This design comes from an exercise in tuning for small area on the open sky130 flow, not from production work. RTL that was checked went through simulation tests only; none was proved equivalent to the original.

==> 10-17 <==
==> flow/design.v <==
module speden_display (
  input  wire        clk,
  input  wire        rst,
  input  wire        cmd_valid,
  output wire        cmd_ready,
  input  wire [2:0]  cmd,
  input  wire [15:0] score,
  input  wire        high_score,
  output reg  [5:0]  src_addr,
  input  wire [7:0]  src_data,
  output wire        done,
  output wire [1:0]  status,
  output reg         ovf,
  output reg         irq_hold,
  output wire        sdi,
  output wire        sck,
  output wire        rck,
  output wire        clr,
  output wire        oe
);
  localparam [3:0] S_IDLE = 4'b1101, S_DOK = 4'b1100, S_DNI = 4'b1110,
                   S_DBAD = 4'b1111,
                   S_DD   = 4'b0000, S_REF = 4'b0001, S_LAT = 4'b0010,
                   S_ENC  = 4'b0011, S_ENQ = 4'b0100, S_PF  = 4'b0101,
                   S_PM   = 4'b0110, S_PFIN = 4'b0111;
  reg [3:0]   state;
  reg         initd;
  reg         armed;
  reg [111:0] mr;
  reg [3:0]   mph;
  reg [4:0]   prog;         
  reg [4:0]   rem;          
  reg         scr;
  reg         c3;
  reg [19:0]  qr;
  reg [4:0]   qp;
  reg [4:0]   nq;           
  reg [2:0]   ic;           
  reg         pfc;          
  reg [15:0]  dg;           
  reg [15:0]  sc;           
  reg [2:0]   kc;           
  reg [6:0]   dat;          
  reg [6:0]   c;            
  reg [1:0]   pe;           
  wire ready  = state[3] & state[2];
  wire ok     = initd || (cmd == 3'd0);
  assign cmd_ready = ready;
  assign done      = ready & (state[1] | ~state[0]);
  assign status    = state[1:0];
  assign clr       = initd;
  assign oe        = ~initd;
  assign sck       = (state == S_REF) && c[0];
  assign rck       = (state == S_LAT);
  function [7:0] seg_lut(input [3:0] d);
    case (d)
      4'd0: seg_lut = 8'hFC;
      4'd1: seg_lut = 8'h60;
      4'd2: seg_lut = 8'hDA;
      4'd3: seg_lut = 8'hF2;
      4'd4: seg_lut = 8'h66;
      4'd5: seg_lut = 8'hB6;
      4'd6: seg_lut = 8'hBE;
      4'd7: seg_lut = 8'hE0;
      4'd8: seg_lut = 8'hFE;
      4'd9: seg_lut = 8'hF6;
      default: seg_lut = 8'h00;
    endcase
  endfunction
  wire [5:0] j = c[6:1];
  wire [2:0] b = j[2:0];
  wire z0 = (dg[15:12] == 4'd0);
  wire z1 = z0 && (dg[11:8] == 4'd0);
  wire z2 = z1 && (dg[7:4] == 4'd0);
  wire en = irq_hold && (pe == 2'd1);
  wire [7:0] ctrl = {kc == 3'd7, kc == 3'd3, kc == 3'd3, kc == 3'd2 || kc == 3'd3,
                     kc == 3'd2, kc == 3'd1, kc[2], en};
  reg [3:0] dsel;
  reg       dblank;
  reg       bit_o;
  wire [7:0] datw = {1'b0, dat};
  wire [7:0] segw = seg_lut(dsel);
  always @(*) begin
    case (j[4:3])
      2'd2:    begin dsel = dg[3:0];   dblank = 1'b0; end
      2'd3:    begin dsel = dg[7:4];   dblank = z2;   end
      2'd0:    begin dsel = dg[11:8];  dblank = z1;   end
      default: begin dsel = dg[15:12]; dblank = z0;   end
    endcase
    case (j[5:3])
      3'd0:    bit_o = datw[b];
      3'd1:    bit_o = ctrl[b];
      default: bit_o = segw[b] && !dblank;
    endcase
  end
  assign sdi = initd && bit_o;
  function [3:0] adj(input [3:0] d);
    adj = (d >= 4'd5) ? d + 4'd3 : d;
  endfunction
  wire [3:0] a0 = adj(dg[15:12]);
  wire [3:0] a1 = adj(dg[11:8]);
  wire [3:0] a2 = adj(dg[7:4]);
  wire [3:0] a3 = adj(dg[3:0]);
  wire [15:0] dd_next = {a0[2:0], a1, a2, a3, sc[15]};
  wire [6:0] mtap   = mr[111:105];
  wire       mvalid = !prog[4] && (rem != 5'd0);
  wire       is_e   = !mtap[6] && !mtap[5] && mtap[0];
  wire [6:0] mlow   = {7{mvalid}} & {mtap[6] | is_e, mtap[5] | is_e, mtap[4:0]};
  wire       mtop   = (mvalid && is_e) ||
                      (scr && !prog[0] && (prog <= 5'd24));
  wire       stay   = (kc[2:1] == 2'b11) && (rem[4:1] != 4'd0);
  wire       aligned   = (mph == rem[3:0]);
  wire       printable = !src_data[7] && (src_data[6] || src_data[5]);
  wire       s_zero    = (src_data == 8'h00);
  wire       s_c3      = (src_data == 8'hC3);
  wire       s_a4      = (src_data == 8'hA4);
  wire       s_b6      = (src_data == 8'hB6);
  wire       enc_end   = !c3 && (rem == 5'd26 || s_zero);
  wire       mwr       = (state == S_ENC) && aligned && !rem[4] &&
                         (c3 || !(enc_end || s_c3));
  wire [6:0] mcode     = c3 ? {3'b000, s_b6, s_b6, s_b6, s_a4 | s_b6}
                            : (printable ? src_data[6:0] : 7'd0);
  wire qfull  = (nq == 5'd20);
  wire qempty = (nq == 5'd0);
  wire qwr    = (state == S_ENQ) && !qfull && (qp == nq);
  wire qdeq   = (state == S_PFIN) && !stay;
  always @(posedge clk) begin
    mr <= {mr[104:0], mwr ? mcode : mtap};
    qr <= {qr[18:0], qwr ? !pe[1] : qr[19]};
    if (rst) begin
      mph <= 4'd0;
      qp  <= 5'd0;
    end else begin
      mph <= mph + 4'd1;
      if (!qdeq) qp <= (qp == 5'd19) ? 5'd0 : qp + 5'd1;
    end
  end
  always @(posedge clk) begin
    sc <= ready ? score : {sc[14:0], 1'b0};
  end
  always @(posedge clk) begin
    if (rst) begin
      state    <= S_IDLE;
      initd    <= 1'b0;
      ovf      <= 1'b0;
      irq_hold <= 1'b0;
    end else begin
      case (state)
        S_IDLE, S_DOK, S_DNI, S_DBAD: begin
          state    <= S_IDLE;
          irq_hold <= 1'b0;
          if (cmd_valid) begin
            state <= !ok ? S_DNI : (cmd[2:1] == 2'b11) ? S_DBAD : S_DOK;
            if (ok) begin
              case (cmd)
                3'd0: begin
                  dg    <= 16'h000F;
                  kc    <= 3'd0;
                  dat   <= 7'd0;
                  ic    <= 3'd0;
                  nq    <= 5'd4;
                  armed <= 1'b1;
                  ovf   <= 1'b0;
                  initd <= 1'b1;
                end
                3'd1: begin
                  dg    <= 16'h0000;
                  c     <= 7'd0;
                  state <= S_DD;
                end
                3'd2: begin
                  src_addr <= 6'd0;
                  rem      <= 5'd0;
                  prog     <= 5'd0;
                  c3       <= 1'b0;
                  scr      <= high_score;
                  state    <= S_ENC;
                end
                3'd3: begin
                  pe    <= 2'd0;
                  state <= S_ENQ;
                end
                3'd4: begin
                  dg    <= 16'h000F;
                  c     <= 7'd0;
                  state <= S_REF;
                end
                3'd5: begin
                  irq_hold <= 1'b1;
                  if (armed) state <= S_PF;
                end
                default: ;
              endcase
            end
          end
        end
        S_DD: begin
          dg <= dd_next;
          c  <= c + 7'd1;
          if (c[3:0] == 4'd15) begin
            c     <= 7'd0;
            state <= S_REF;
          end
        end
        S_REF: begin
          if (c == 7'd95) state <= S_LAT;
          else            c <= c + 7'd1;
        end
        S_LAT: begin
          if (!irq_hold) begin
            state <= S_DOK;
          end else if (pe == 2'd2) begin
            state <= S_PFIN;
          end else begin
            pe    <= pe + 2'd1;
            c     <= 7'd0;
            state <= S_REF;
          end
        end
        S_ENC: begin
          if (aligned) begin
            if (enc_end) begin
              pe    <= 2'd1;
              state <= S_ENQ;
            end else if (!c3 && s_c3) begin
              c3       <= 1'b1;
              src_addr <= src_addr + 6'd1;
            end else begin
              c3  <= 1'b0;
              rem <= rem + 5'd1;
              if (!c3 || s_a4 || s_b6)
                src_addr <= src_addr + 6'd1;
            end
          end
        end
        S_ENQ: begin
          if (qfull || qp == nq) begin
            if (qfull) begin
              ovf <= 1'b1;
            end else begin
              nq <= nq + 5'd1;
              if (pe == 2'd3 || (!pe[1] && qempty)) armed <= 1'b1;
            end
            pe <= pe + 2'd1;
            if (pe == 2'd0 || pe == 2'd3) state <= S_DOK;
          end
        end
        S_PF: begin
          if (!ic[2]) begin
            kc    <= {1'b0, ic[1:0]};
            pe    <= 2'd0;
            c     <= 7'd0;
            state <= S_REF;
          end else if (qempty) begin
            armed <= 1'b0;
            state <= S_DOK;
          end else if (qp == 5'd0) begin
            pe <= 2'd0;
            c  <= 7'd0;
            if (qr[19])   begin kc <= 3'd0; state <= S_REF; end
            else if (pfc) begin kc <= 3'd4; state <= S_REF; end
            else          state <= S_PM;
          end
        end
        S_PM: begin
          if (mph == prog[3:0]) begin
            dat   <= mlow;
            kc    <= mtop ? 3'd7 : 3'd6;
            state <= S_REF;
          end
        end
        S_PFIN: begin
          if (kc[2:1] == 2'b11) begin
            prog <= prog + 5'd1;
            if (rem != 5'd0) rem <= rem - 5'd1;
          end
          if (!stay) begin
            nq  <= nq - 5'd1;
            pfc <= (kc == 3'd0);
            if (!ic[2]) ic <= ic + 3'd1;
          end
          state <= S_DOK;
        end
        default: state <= S_IDLE;
      endcase
    end
  end
endmodule
==> flow/run.sh <==
#!/bin/bash
# synth_recipe.tcl (not shown) runs the flow's synth.tcl, then flattens the netlist and writes it again
# the make line also repeats each setting of config.mk as NAME=value (left out here)
make -C /OpenROAD-flow-scripts/flow DESIGN_CONFIG=/design/flow/config.mk WORK_HOME=/design/flow/orfs CLKGATE_MAP_FILE= SYNTH_SCRIPT=/design/flow/synth_recipe.tcl finish
==> flow/config.mk <==
export PLATFORM = sky130hd
export DESIGN_NAME = speden_display
export DESIGN_NICKNAME = speden_display
export VERILOG_FILES = /design/flow/design.v
export SDC_FILE = /design/flow/constraint.sdc
export NUM_CORES = 4
export LEC_CHECK = 0
export CAP_MARGIN = 20
export CORE_MARGIN = 2
export CORE_UTILIZATION = 65
export CTS_BUF_LIST = sky130_fd_sc_hd__clkbuf_16
export CTS_CLUSTER_DIAMETER = 60
export CTS_CLUSTER_SIZE = 30
export SLEW_MARGIN = 20
==> flow/constraint.sdc <==
create_clock -name core_clock -period 15.0 [get_ports {clk}]
set_input_delay 3.0000 -clock core_clock [delete_from_list [all_inputs] [get_ports {clk}]]
set_output_delay 3.0000 -clock core_clock [all_outputs]
set_load 0.01 [all_outputs]
==> 10-23 (differences from 10-17) <==
--- a/flow/design.v
+++ b/flow/design.v
@@ -24,3 +24,3 @@
                    S_ENC  = 4'b0011, S_ENQ = 4'b0100, S_PF  = 4'b0101,
-                   S_PM   = 4'b0110, S_PFIN = 4'b0111;
+                   S_PM   = 4'b0110, S_PFIN = 4'b0111, S_ENC3 = 4'b1000;
   reg [3:0]   state;
@@ -33,3 +33,2 @@
   reg         scr;
-  reg         c3;
   reg [19:0]  qr;
@@ -40,6 +39,6 @@
   reg [15:0]  dg;           
-  reg [15:0]  sc;           
+  reg [11:0]  sc;           
   reg [2:0]   kc;           
   reg [6:0]   dat;          
-  reg [6:0]   c;            
+  reg [3:0]   r;            
   reg [1:0]   pe;           
@@ -52,3 +51,3 @@
   assign oe        = ~initd;
-  assign sck       = (state == S_REF) && c[0];
+  assign sck       = (state == S_REF) && mph[0] && !r[3];
   assign rck       = (state == S_LAT);
@@ -69,4 +68,3 @@
   endfunction
-  wire [5:0] j = c[6:1];
-  wire [2:0] b = j[2:0];
+  wire [2:0] b = mph[3:1] | {3{state != S_REF}};
   wire z0 = (dg[15:12] == 4'd0);
@@ -83,3 +81,3 @@
   always @(*) begin
-    case (j[4:3])
+    case (r[1:0])
       2'd2:    begin dsel = dg[3:0];   dblank = 1'b0; end
@@ -89,3 +87,3 @@
     endcase
-    case (j[5:3])
+    case (r[2:0])
       3'd0:    bit_o = datw[b];
@@ -103,3 +101,6 @@
   wire [3:0] a3 = adj(dg[3:0]);
-  wire [15:0] dd_next = {a0[2:0], a1, a2, a3, sc[15]};
+  wire [15:0] dd_next = {a0[2:0], a1, a2, a3, sc[11]};
+  wire [3:0]  s_hi    = score[15:12];
+  wire        s_hi10  = (s_hi >= 4'd10);
+  wire [4:0]  s_hibcd = {s_hi10, s_hi10 ? s_hi - 4'd10 : s_hi};
   wire [6:0] mtap   = mr[111:105];
@@ -117,6 +118,6 @@
   wire       s_b6      = (src_data == 8'hB6);
-  wire       enc_end   = !c3 && (rem == 5'd26 || s_zero);
-  wire       mwr       = (state == S_ENC) && aligned && !rem[4] &&
-                         (c3 || !(enc_end || s_c3));
-  wire [6:0] mcode     = c3 ? {3'b000, s_b6, s_b6, s_b6, s_a4 | s_b6}
+  wire       enc_end   = (rem == 5'd26 || s_zero);
+  wire       mwr       = aligned && !rem[4] &&
+                         ((state == S_ENC3) || ((state == S_ENC) && !(enc_end || s_c3)));
+  wire [6:0] mcode     = (state == S_ENC3) ? {3'b000, s_b6, s_b6, s_b6, s_a4 | s_b6}
                             : (printable ? src_data[6:0] : 7'd0);
@@ -138,3 +139,3 @@
   always @(posedge clk) begin
-    sc <= ready ? score : {sc[14:0], 1'b0};
+    sc <= ready ? score[11:0] : {sc[10:0], 1'b0};
   end
@@ -166,4 +167,4 @@
                 3'd1: begin
-                  dg    <= 16'h0000;
-                  c     <= 7'd0;
+                  dg    <= {11'd0, s_hibcd};
+                  r     <= 4'd4;
                   state <= S_DD;
@@ -174,3 +175,2 @@
                   prog     <= 5'd0;
-                  c3       <= 1'b0;
                   scr      <= high_score;
@@ -184,3 +184,3 @@
                   dg    <= 16'h000F;
-                  c     <= 7'd0;
+                  r     <= 4'd15;
                   state <= S_REF;
@@ -198,11 +198,10 @@
           dg <= dd_next;
-          c  <= c + 7'd1;
-          if (c[3:0] == 4'd15) begin
-            c     <= 7'd0;
-            state <= S_REF;
-          end
+          if (r == 4'd15) state <= S_REF;
+          else            r <= r + 4'd1;
         end
         S_REF: begin
-          if (c == 7'd95) state <= S_LAT;
-          else            c <= c + 7'd1;
+          if (mph == 4'd15) begin
+            if (r == 4'd5) state <= S_LAT;
+            else           r <= r + 4'd1;
+          end
         end
@@ -215,3 +214,3 @@
             pe    <= pe + 2'd1;
-            c     <= 7'd0;
+            r     <= 4'd15;
             state <= S_REF;
@@ -224,11 +223,14 @@
               state <= S_ENQ;
-            end else if (!c3 && s_c3) begin
-              c3       <= 1'b1;
+            end else begin
+              if (s_c3) state <= S_ENC3;
+              else      rem   <= rem + 5'd1;
               src_addr <= src_addr + 6'd1;
-            end else begin
-              c3  <= 1'b0;
-              rem <= rem + 5'd1;
-              if (!c3 || s_a4 || s_b6)
-                src_addr <= src_addr + 6'd1;
             end
+          end
+        end
+        S_ENC3: begin
+          if (aligned) begin
+            state <= S_ENC;
+            rem   <= rem + 5'd1;
+            if (s_a4 || s_b6) src_addr <= src_addr + 6'd1;
           end
@@ -251,3 +253,3 @@
             pe    <= 2'd0;
-            c     <= 7'd0;
+            r     <= 4'd15;
             state <= S_REF;
@@ -258,3 +260,3 @@
             pe <= 2'd0;
-            c  <= 7'd0;
+            r  <= 4'd15;
             if (qr[19])   begin kc <= 3'd0; state <= S_REF; end
@@ -268,2 +270,3 @@
             kc    <= mtop ? 3'd7 : 3'd6;
+            r     <= 4'd15;
             state <= S_REF;
==> flow/flow/run.sh (new file) <==
#!/bin/bash
# Own layout flow: the standard synthesis, its combinational logic re-mapped for area
# (registers untouched), then the standard ORFS flow with 1x port buffers and a lighter
# clock tree. Each tool's output goes to a log file of its own in this folder.
set -euo pipefail
W=$(pwd)
R=$W/orfs/results/$FLOW_PLATFORM/speden_display/base
# 1. standard synthesis, netlist only
bash standard.sh $R/1_2_yosys.v > $W/log_1_synth.txt 2>&1
cp $R/1_2_yosys.v $W/netlist_standard.v
# 2. area re-mapping of the gates between the registers
bash flow/remap.sh $W/netlist_standard.v $W/netlist_remap.v flow/area.abc > $W/log_2_remap.txt 2>&1
cp $W/netlist_remap.v $R/1_2_yosys.v
touch $R/1_2_yosys.v
# 3. the rest of the standard flow
bash standard.sh \
  "BUFFER_PORTS_ARGS=-buffer_cell sky130_fd_sc_hd__buf_1" \
  "CTS_ARGS=$(cat flow/cts_args.txt)" \
  finish > $W/log_3_layout.txt 2>&1
test -f $W/out/final.def
==> flow/flow/area.abc (new file) <==
strash
&get -n
&fraig -x
&put
scorr
dc2
strash
&get -n
&dch -f
&nf -R 1000
&put
==> flow/flow/cts_args.txt (new file) <==
-sink_clustering_enable -repair_clock_nets -dont_use_dummy_load -sink_clustering_size 20 -sink_clustering_max_diameter 60 -buf_list {sky130_fd_sc_hd__clkbuf_8}
==> flow/flow/remap.sh (new file) <==
#!/bin/bash
# remap.sh IN.v OUT.v ABC_SCRIPT
# Re-maps the combinational logic of the standard synthesis netlist for area with ABC.
# Every register instance keeps its name and cell type; only the gates between them change.
set -euo pipefail
LIB=$FLOW_HOME/platforms/sky130hd/lib/sky130_fd_sc_hd__tt_025C_1v80.lib
IN=$1; OUT=$2; ABCS=$3
DU=""
for c in $(sed -n '/^export DONT_USE_CELLS/,/^$/p' $FLOW_HOME/platforms/sky130hd/config.mk | tr -d '\\' | grep -o 'sky130_fd_sc_hd__[A-Za-z0-9_]*'); do
  DU="$DU -dont_use $c"
done
cat > remap.ys <<EOT
read_liberty -ignore_miss_func $LIB
read_verilog $IN
hierarchy -top $FLOW_TOP
setattr -mod -set keep_hierarchy 1 sky130_fd_sc_hd__df* sky130_fd_sc_hd__edf* sky130_fd_sc_hd__sdf* sky130_fd_sc_hd__sedf* sky130_fd_sc_hd__dl* sky130_fd_sc_hd__conb_1
flatten
opt_clean -purge
stat -liberty $LIB
abc -liberty $LIB $DU -script $ABCS
opt_clean -purge
hilomap -singleton -hicell sky130_fd_sc_hd__conb_1 HI -locell sky130_fd_sc_hd__conb_1 LO
splitnets
opt_clean -purge
insbuf -buf sky130_fd_sc_hd__buf_4 A X
rename -hide w:*.*
select $FLOW_TOP
stat -liberty $LIB
write_verilog -noattr -nohex -nodec -selected $OUT
EOT
Y=$FLOW_HOME/../tools/install/yosys/bin/yosys
[[ -x $Y ]] || Y=yosys
$Y -s remap.ys
==> flow/standard.sh (new file) <==
#!/bin/bash
# synth_recipe.tcl (not shown) runs the flow's synth.tcl, then flattens the netlist and writes it again
# the make line also repeats each setting of config.mk as NAME=value (left out here)
make -C /OpenROAD-flow-scripts/flow DESIGN_CONFIG=/design/flow/config.mk WORK_HOME=/design/flow/orfs CLKGATE_MAP_FILE= SYNTH_SCRIPT=/design/flow/synth_recipe.tcl "${@:-finish}"
--- a/flow/config.mk
+++ b/flow/config.mk
@@ -9,6 +9,3 @@
 export CORE_MARGIN = 2
-export CORE_UTILIZATION = 65
-export CTS_BUF_LIST = sky130_fd_sc_hd__clkbuf_16
-export CTS_CLUSTER_DIAMETER = 60
-export CTS_CLUSTER_SIZE = 30
+export CORE_UTILIZATION = 70
 export SLEW_MARGIN = 20
removed: flow/run.sh
==> 12-15 (differences from 10-17) <==
--- a/flow/config.mk
+++ b/flow/config.mk
@@ -10,5 +10,2 @@
 export CORE_UTILIZATION = 65
-export CTS_BUF_LIST = sky130_fd_sc_hd__clkbuf_16
-export CTS_CLUSTER_DIAMETER = 60
-export CTS_CLUSTER_SIZE = 30
 export SLEW_MARGIN = 20
==> notes <==
In area after synthesis, 10-17 and 12-15 do not differ.
Routed wire length: 10-17 < 12-15 < 10-23.
Register-to-register slack: 10-23 is worse than 10-17 (180 ps).
Non-clock buffer count: 10-23 < 10-17 < 12-15.
Function not checked in 10-17 and 12-15: the RTL went through the layout flow alone.

static timing again, ports no longer ideal:
Ports are ideal in the flow. The routed layouts listed here were re-timed in OpenROAD. Step 1 assumes that a clkbuf_16 drives the clock port and a buf_2 every other input. Step 2 adds t to the input delays and takes it off the output delays; t is the mean of the earliest and latest rising clock arrival at the registers after step 1. Input paths then give back, and output paths get back, about the clock's delay inside the block. Slacks: no drivers / after step 1 / after step 2; pairs: no drivers / after step 1.
run	t, ns	slack for setup (ns)	worst hold slack (ns)	worst data-port slew with drivers (ns)	pins driven straight from the clock port
10-17	0.532	8.635 / 8.592 / 8.974	0.313 / 0.313 / 0.313	0.05	1
10-23	0.520	8.051 / 8.014 / 8.535	0.319 / 0.319 / 0.319	0.04	1
12-15	0.548	8.620 / 8.578 / 9.126	0.323 / 0.323 / 0.323	0.06	1
After both steps every run listed still meets setup and hold.
